From an optimization exercise on the open Yosys and OpenROAD flow, aimed at small area; shortcuts taken in it are not production practice.

==> run G: inputs <==
Design gfe, start of the top module:
module gfe (
    input  wire        clk,
    input  wire        rst,           
    input  wire        cfg_mode,      
    input  wire [3:0]  cfg_base_col,  
    input  wire        in_valid,
    output wire        in_ready,
    input  wire [7:0]  in_data,
    output wire        out_valid,
    input  wire        out_ready,
    output reg  [7:0]  out_data,
    input  wire        stat_rd,
    input  wire [7:0]  stat_addr,
    output reg         stat_rvalid,
    output reg  [31:0] stat_rdata
);
export LEC_CHECK = 0
export ABC_AREA = 1
export CAP_MARGIN = 20
export CORE_MARGIN = 2
export CORE_UTILIZATION = 40
export CTS_BUF_LIST = sky130_fd_sc_hd__clkbuf_4
export PLACE_DENSITY = 0.6
export SLEW_MARGIN = 20
create_clock -name core_clock -period 10.0 [get_ports {clk}]
run.sh (not shown) runs the stock make flow with config.mk's settings and CLKGATE_MAP_FILE= SYNTH_SCRIPT=/design/flow/synth_recipe.tcl, a recipe that flattens the netlist after the stock synthesis.
==> run B: changes against run G <==
==> flow/flow/run.sh (new file) <==
#!/bin/bash
# Own layout flow: the standard ORFS flow (standard.sh) with three changes:
#  - after the standard synthesis, the combinational cells are mapped again
#    with an area-oriented ABC script (flow/area.abc); the flip-flops, their
#    names and cell types are kept as the standard synthesis made them, and
#    the new netlist is proved equivalent to the old one before it is used;
#  - ports are buffered with the smallest buffer (buf_1);
#  - CTS builds the clock tree from clkbuf_8 without dummy loads.
# Logs: synth.log, unmap.log, resyn.log, equiv.log, standard.log here, and
# each ORFS step's full log under orfs/logs/.
set -euo pipefail
export BUFFER_PORTS_ARGS="-buffer_cell sky130_fd_sc_hd__buf_1"
export CTS_ARGS="-sink_clustering_enable -repair_clock_nets -dont_use_dummy_load -buf_list sky130_fd_sc_hd__clkbuf_8 -sink_clustering_size 20 -sink_clustering_max_diameter 60"
LIB=$FLOW_HOME/platforms/sky130hd/lib/sky130_fd_sc_hd__tt_025C_1v80.lib
R=orfs/results/sky130hd/gfe/base

bash standard.sh synth > synth.log 2>&1

mkdir -p resyn
cp $R/1_2_yosys.v resyn/std.v
python3 flow/unmap.py $LIB resyn/std.v resyn/conv.v > unmap.log 2>&1
cat > resyn/resyn.ys <<EOT
read_liberty -lib $LIB
read_verilog resyn/conv.v
hierarchy -top gfe
proc
opt -purge
techmap
opt -fast -purge
abc -liberty $LIB -dont_use *lpflow* -dont_use *probe* -script $PWD/flow/area.abc
opt_clean -purge
hilomap -singleton -hicell sky130_fd_sc_hd__conb_1 HI -locell sky130_fd_sc_hd__conb_1 LO
insbuf -buf sky130_fd_sc_hd__buf_4 A X
splitnets
opt_clean -purge
stat -liberty $LIB
write_verilog -noattr -noexpr -nohex -nodec resyn/new.v
EOT
yosys -s resyn/resyn.ys > resyn.log 2>&1
cat > resyn/equiv.ys <<EOT
read_liberty -ignore_miss_func -ignore_miss_dir $LIB
read_verilog resyn/std.v
rename gfe gold
read_verilog resyn/new.v
rename gfe gate
hierarchy -check
flatten gold gate
opt_clean
rename -hide gold/w:_* gate/w:_*
equiv_make gold gate eq
hierarchy -top eq
equiv_simple -seq 3
equiv_induct
equiv_status -assert
EOT
if timeout 900 yosys -s resyn/equiv.ys > equiv.log 2>&1; then
  echo "equivalent: using the remapped netlist" >> equiv.log
  cp resyn/new.v $R/1_2_yosys.v
  rm -f $R/1_synth.odb $R/1_synth.sdc
else
  echo "not proved equivalent: keeping the standard netlist" >> equiv.log
fi

bash standard.sh > standard.log 2>&1
==> flow/flow/area.abc (new file) <==
strash
&get -n
&fraig -x
&put
scorr
dc2
dretime
strash
&get -n
&dch -f
&nf -R 1000 -p
&put
mfs3 -a
==> flow/flow/unmap.py (new file) <==
#!/usr/bin/env python3
"""Turn the combinational cells of a mapped sky130hd netlist back into assign
statements, keeping sequential cells (flip-flops) as instances, so that the
combinational logic can be mapped again.  usage: unmap.py LIB IN.v OUT.v"""
import re, sys

def parse_lib(path):
    cells = {}
    txt = open(path).read()
    for m in re.finditer(r'\n\s*cell\s*\(\s*"?([\w]+)"?\s*\)\s*\{', txt):
        name = m.group(1)
        # find matching brace
        i = m.end(); depth = 1
        while depth:
            c = txt[i]
            if c == '{': depth += 1
            elif c == '}': depth -= 1
            i += 1
        body = txt[m.end():i]
        seq = bool(re.search(r'\n\s*(ff|latch|statetable)\s*\(', body))
        outs = {}
        for pm in re.finditer(r'\n\s*pin\s*\(\s*"?(\w+)"?\s*\)\s*\{', body):
            j = pm.end(); depth = 1
            while depth:
                c = body[j]
                if c == '{': depth += 1
                elif c == '}': depth -= 1
                j += 1
            pbody = body[pm.end():j]
            d = re.search(r'direction\s*:\s*"?(\w+)"?', pbody)
            f = re.search(r'\n\s*function\s*:\s*"([^"]*)"', pbody)
            if d and d.group(1) == 'output' and f:
                outs[pm.group(1)] = f.group(1)
        cells[name] = (seq, outs)
    return cells

def main():
    lib, src, dst = sys.argv[1:4]
    cells = parse_lib(lib)
    txt = open(src).read()
    out = []
    # statements end with ';'
    stmts = re.split(r'(?<=;)', txt)
    n_comb = n_keep = 0
    for st in stmts:
        s = st.strip()
        m = re.match(r'(sky130_fd_sc_hd__\w+)\s+(\S+)\s*\((.*)\)\s*;$', s, re.S)
        if not m:
            out.append(st); continue
        cell, inst, conns = m.groups()
        seq, outs = cells[cell]
        if seq or not outs and not cell.startswith('sky130_fd_sc_hd__conb'):
            out.append(st); n_keep += 1; continue
        pins = {}
        for pm in re.finditer(r'\.(\w+)\s*\(\s*((?:\\\S+\s)|[^()]*?)\s*\)', conns):
            pins[pm.group(1)] = pm.group(2).strip()
        if cell.startswith('sky130_fd_sc_hd__conb'):
            if 'HI' in pins and pins['HI']: out.append('\n  assign %s = 1\'b1;' % fix(pins['HI']))
            if 'LO' in pins and pins['LO']: out.append('\n  assign %s = 1\'b0;' % fix(pins['LO']))
            n_comb += 1; continue
        for o, f in outs.items():
            if o not in pins or not pins[o]: continue
            expr = re.sub(r'\b([A-Za-z_]\w*)\b', lambda mm: '(' + fix(pins[mm.group(1)]) + ')', f)
            expr = expr.replace('!', '~')
            out.append('\n  assign %s = %s;' % (fix(pins[o]), expr))
        n_comb += 1
    open(dst, 'w').write(''.join(out))
    print('comb cells unmapped:', n_comb, 'cells kept:', n_keep, file=sys.stderr)

def fix(net):
    # escaped identifiers need a trailing space
    if net.startswith('\\') and not net.endswith(' '):
        return net + ' '
    return net

main()
==> flow/standard.sh (new file) <==
#!/bin/bash
# synth_recipe.tcl (not shown) runs the flow's synth.tcl, then flattens the netlist and writes it again
# the make line also repeats each setting of config.mk as NAME=value (left out here)
make -C /OpenROAD-flow-scripts/flow DESIGN_CONFIG=/design/flow/config.mk WORK_HOME=/design/flow/orfs CLKGATE_MAP_FILE= SYNTH_SCRIPT=/design/flow/synth_recipe.tcl "${@:-finish}"
ABC_AREA = not set   (was 1)
CTS_BUF_LIST = not set   (was sky130_fd_sc_hd__clkbuf_4)
removed: flow/run.sh
==> run D: changes against run G <==
CORE_UTILIZATION = 65   (was 40)
CTS_BUF_LIST = sky130_fd_sc_hd__clkbuf_2 sky130_fd_sc_hd__clkbuf_4   (was sky130_fd_sc_hd__clkbuf_4)
PLACE_DENSITY = 0.75   (was 0.6)
==> run H: changes against run G <==
ABC_AREA = not set   (was 1)
CTS_BUF_LIST = sky130_fd_sc_hd__clkbuf_8   (was sky130_fd_sc_hd__clkbuf_4)
CTS_CLUSTER_DIAMETER = 60   (was not set)
CTS_CLUSTER_SIZE = 20   (was not set)
==> flow_summary.json <==
{
  "grt_max_degree": 29,
  "critPathKind": "reg -> out",
  "p_per_area_mw_per_mm2": 220.6,
  "finalPower_mw": 3.134,
  "multi_input_area_share": 0.2460,
  "synth_seq_area_share": 0.6684,
  "cp.buffers_inverters": 4,
  "synth.distinct_cells": 50,
  "slew_headroom": 0.2759,
  "final.period_utilization": 0.6847,
  "rr_startpoint": "cnt[0]",
  "seq_share": 0.5728,
  "dr.first_iter.drc_count": 863,
  "drt_wl_total_um": 26840,
  "placed_area_mm2": 0.01301,
  "synth_area_per_cell_um2": 9.882,
  "status": "finished clean",
  "wl_met1_um": 11840
}
That was run D.
==> flow_summary.json <==
{
  "cp.buffers_inverters": 2,
  "slew_headroom": 0.3492,
  "placed_area_mm2": 0.01295,
  "finalPower_mw": 2.436,
  "synth.distinct_cells": 77,
  "final.period_utilization": 0.6751,
  "grt_max_degree": 37,
  "p_per_area_mw_per_mm2": 182.1,
  "rr_startpoint": "cnt[0]",
  "status": "finished clean",
  "synth_seq_area_share": 0.6815,
  "multi_input_area_share": 0.2613,
  "dr.first_iter.drc_count": 554,
  "critPathKind": "in -> out"
}
That was run H.
==> flow_summary.json <==
{
  "dr.first_iter.drc_count": 647,
  "synth_area_per_cell_um2": 12.08,
  "p_per_area_mw_per_mm2": 199.5,
  "rr_startpoint": "offset[4]",
  "layout_common_cells": "dfxtp_1, nand2_1, buf_1",
  "status": "finished clean",
  "slew_headroom": 0.3019,
  "final.period_utilization": 0.5921,
  "drt_wl_total_um": 21630,
  "leakage_nw": 4.404,
  "largest_reg_flops": 320,
  "cpMaxStageDelayCell": "nor2_1",
  "finalPower_mw": 2.399,
  "seq_share": 0.6768,
  "place_ws_ns": 4.661,
  "critPathKind": "reg -> out",
  "wl_met1_um": 11490,
  "cts_tree": "yes"
}
That was run B.
==> flow_summary.json <==
{
  "status": "finished clean",
  "p_per_area_mw_per_mm2": 218.2,
  "synth.distinct_cells": 50,
  "cts_max_level": 3,
  "placed_area_mm2": 0.01322,
  "slew_headroom": 0.3452,
  "cp.buffers_inverters": 3,
  "synth_area_per_cell_um2": 9.882,
  "synth_seq_area_share": 0.6684,
  "critPathKind": "reg -> out",
  "seq_share": 0.5646,
  "multi_input_area_share": 0.2423,
  "grt_overflow": 0,
  "final.period_utilization": 0.6627,
  "finalPower_mw": 3.144,
  "arrival_ns": 4.63,
  "drt_wl_total_um": 27020,
  "p_clk_frac": 0.405,
  "ir_drop_mv": 0.1187
}
That was run G.
No run of this note included a check of the RTL's function; only the layout flow was run.

-- separate check: timing with driven ports --
The flow's constraints put no driver on any port. The routed layouts listed below were extracted and timed again, unchanged, in two steps. Step 1: set_driving_cell puts a clkbuf_16 on clk and a buf_2 on each other input, an assumption about the parent block. Step 2 also shifts input and output timing later by t, the mid clock arrival at the registers, as if the neighbouring blocks saw the same clock. a / b / c = ideal / step 1 / step 2; a / b = the first two.
run | shift t [ns] | slack for setup (ns) | worst register clock-pin slew, ns
run G | 0.764 | 3.373 / 3.327 / 3.497 | 0.08 / 0.08
run B | 0.597 | 4.079 / 4.038 / 4.634 | 0.12 / 0.12
run D | 0.751 | 3.153 / 3.110 / 3.430 | 0.08 / 0.08
run H | 0.617 | 3.249 / 3.216 / 3.216 | 0.12 / 0.12
After both steps every run listed still meets setup and hold. For run H, which loses most, drivers alone change the setup slack by -0.033 ns; drivers and shift together by -0.033 ns.
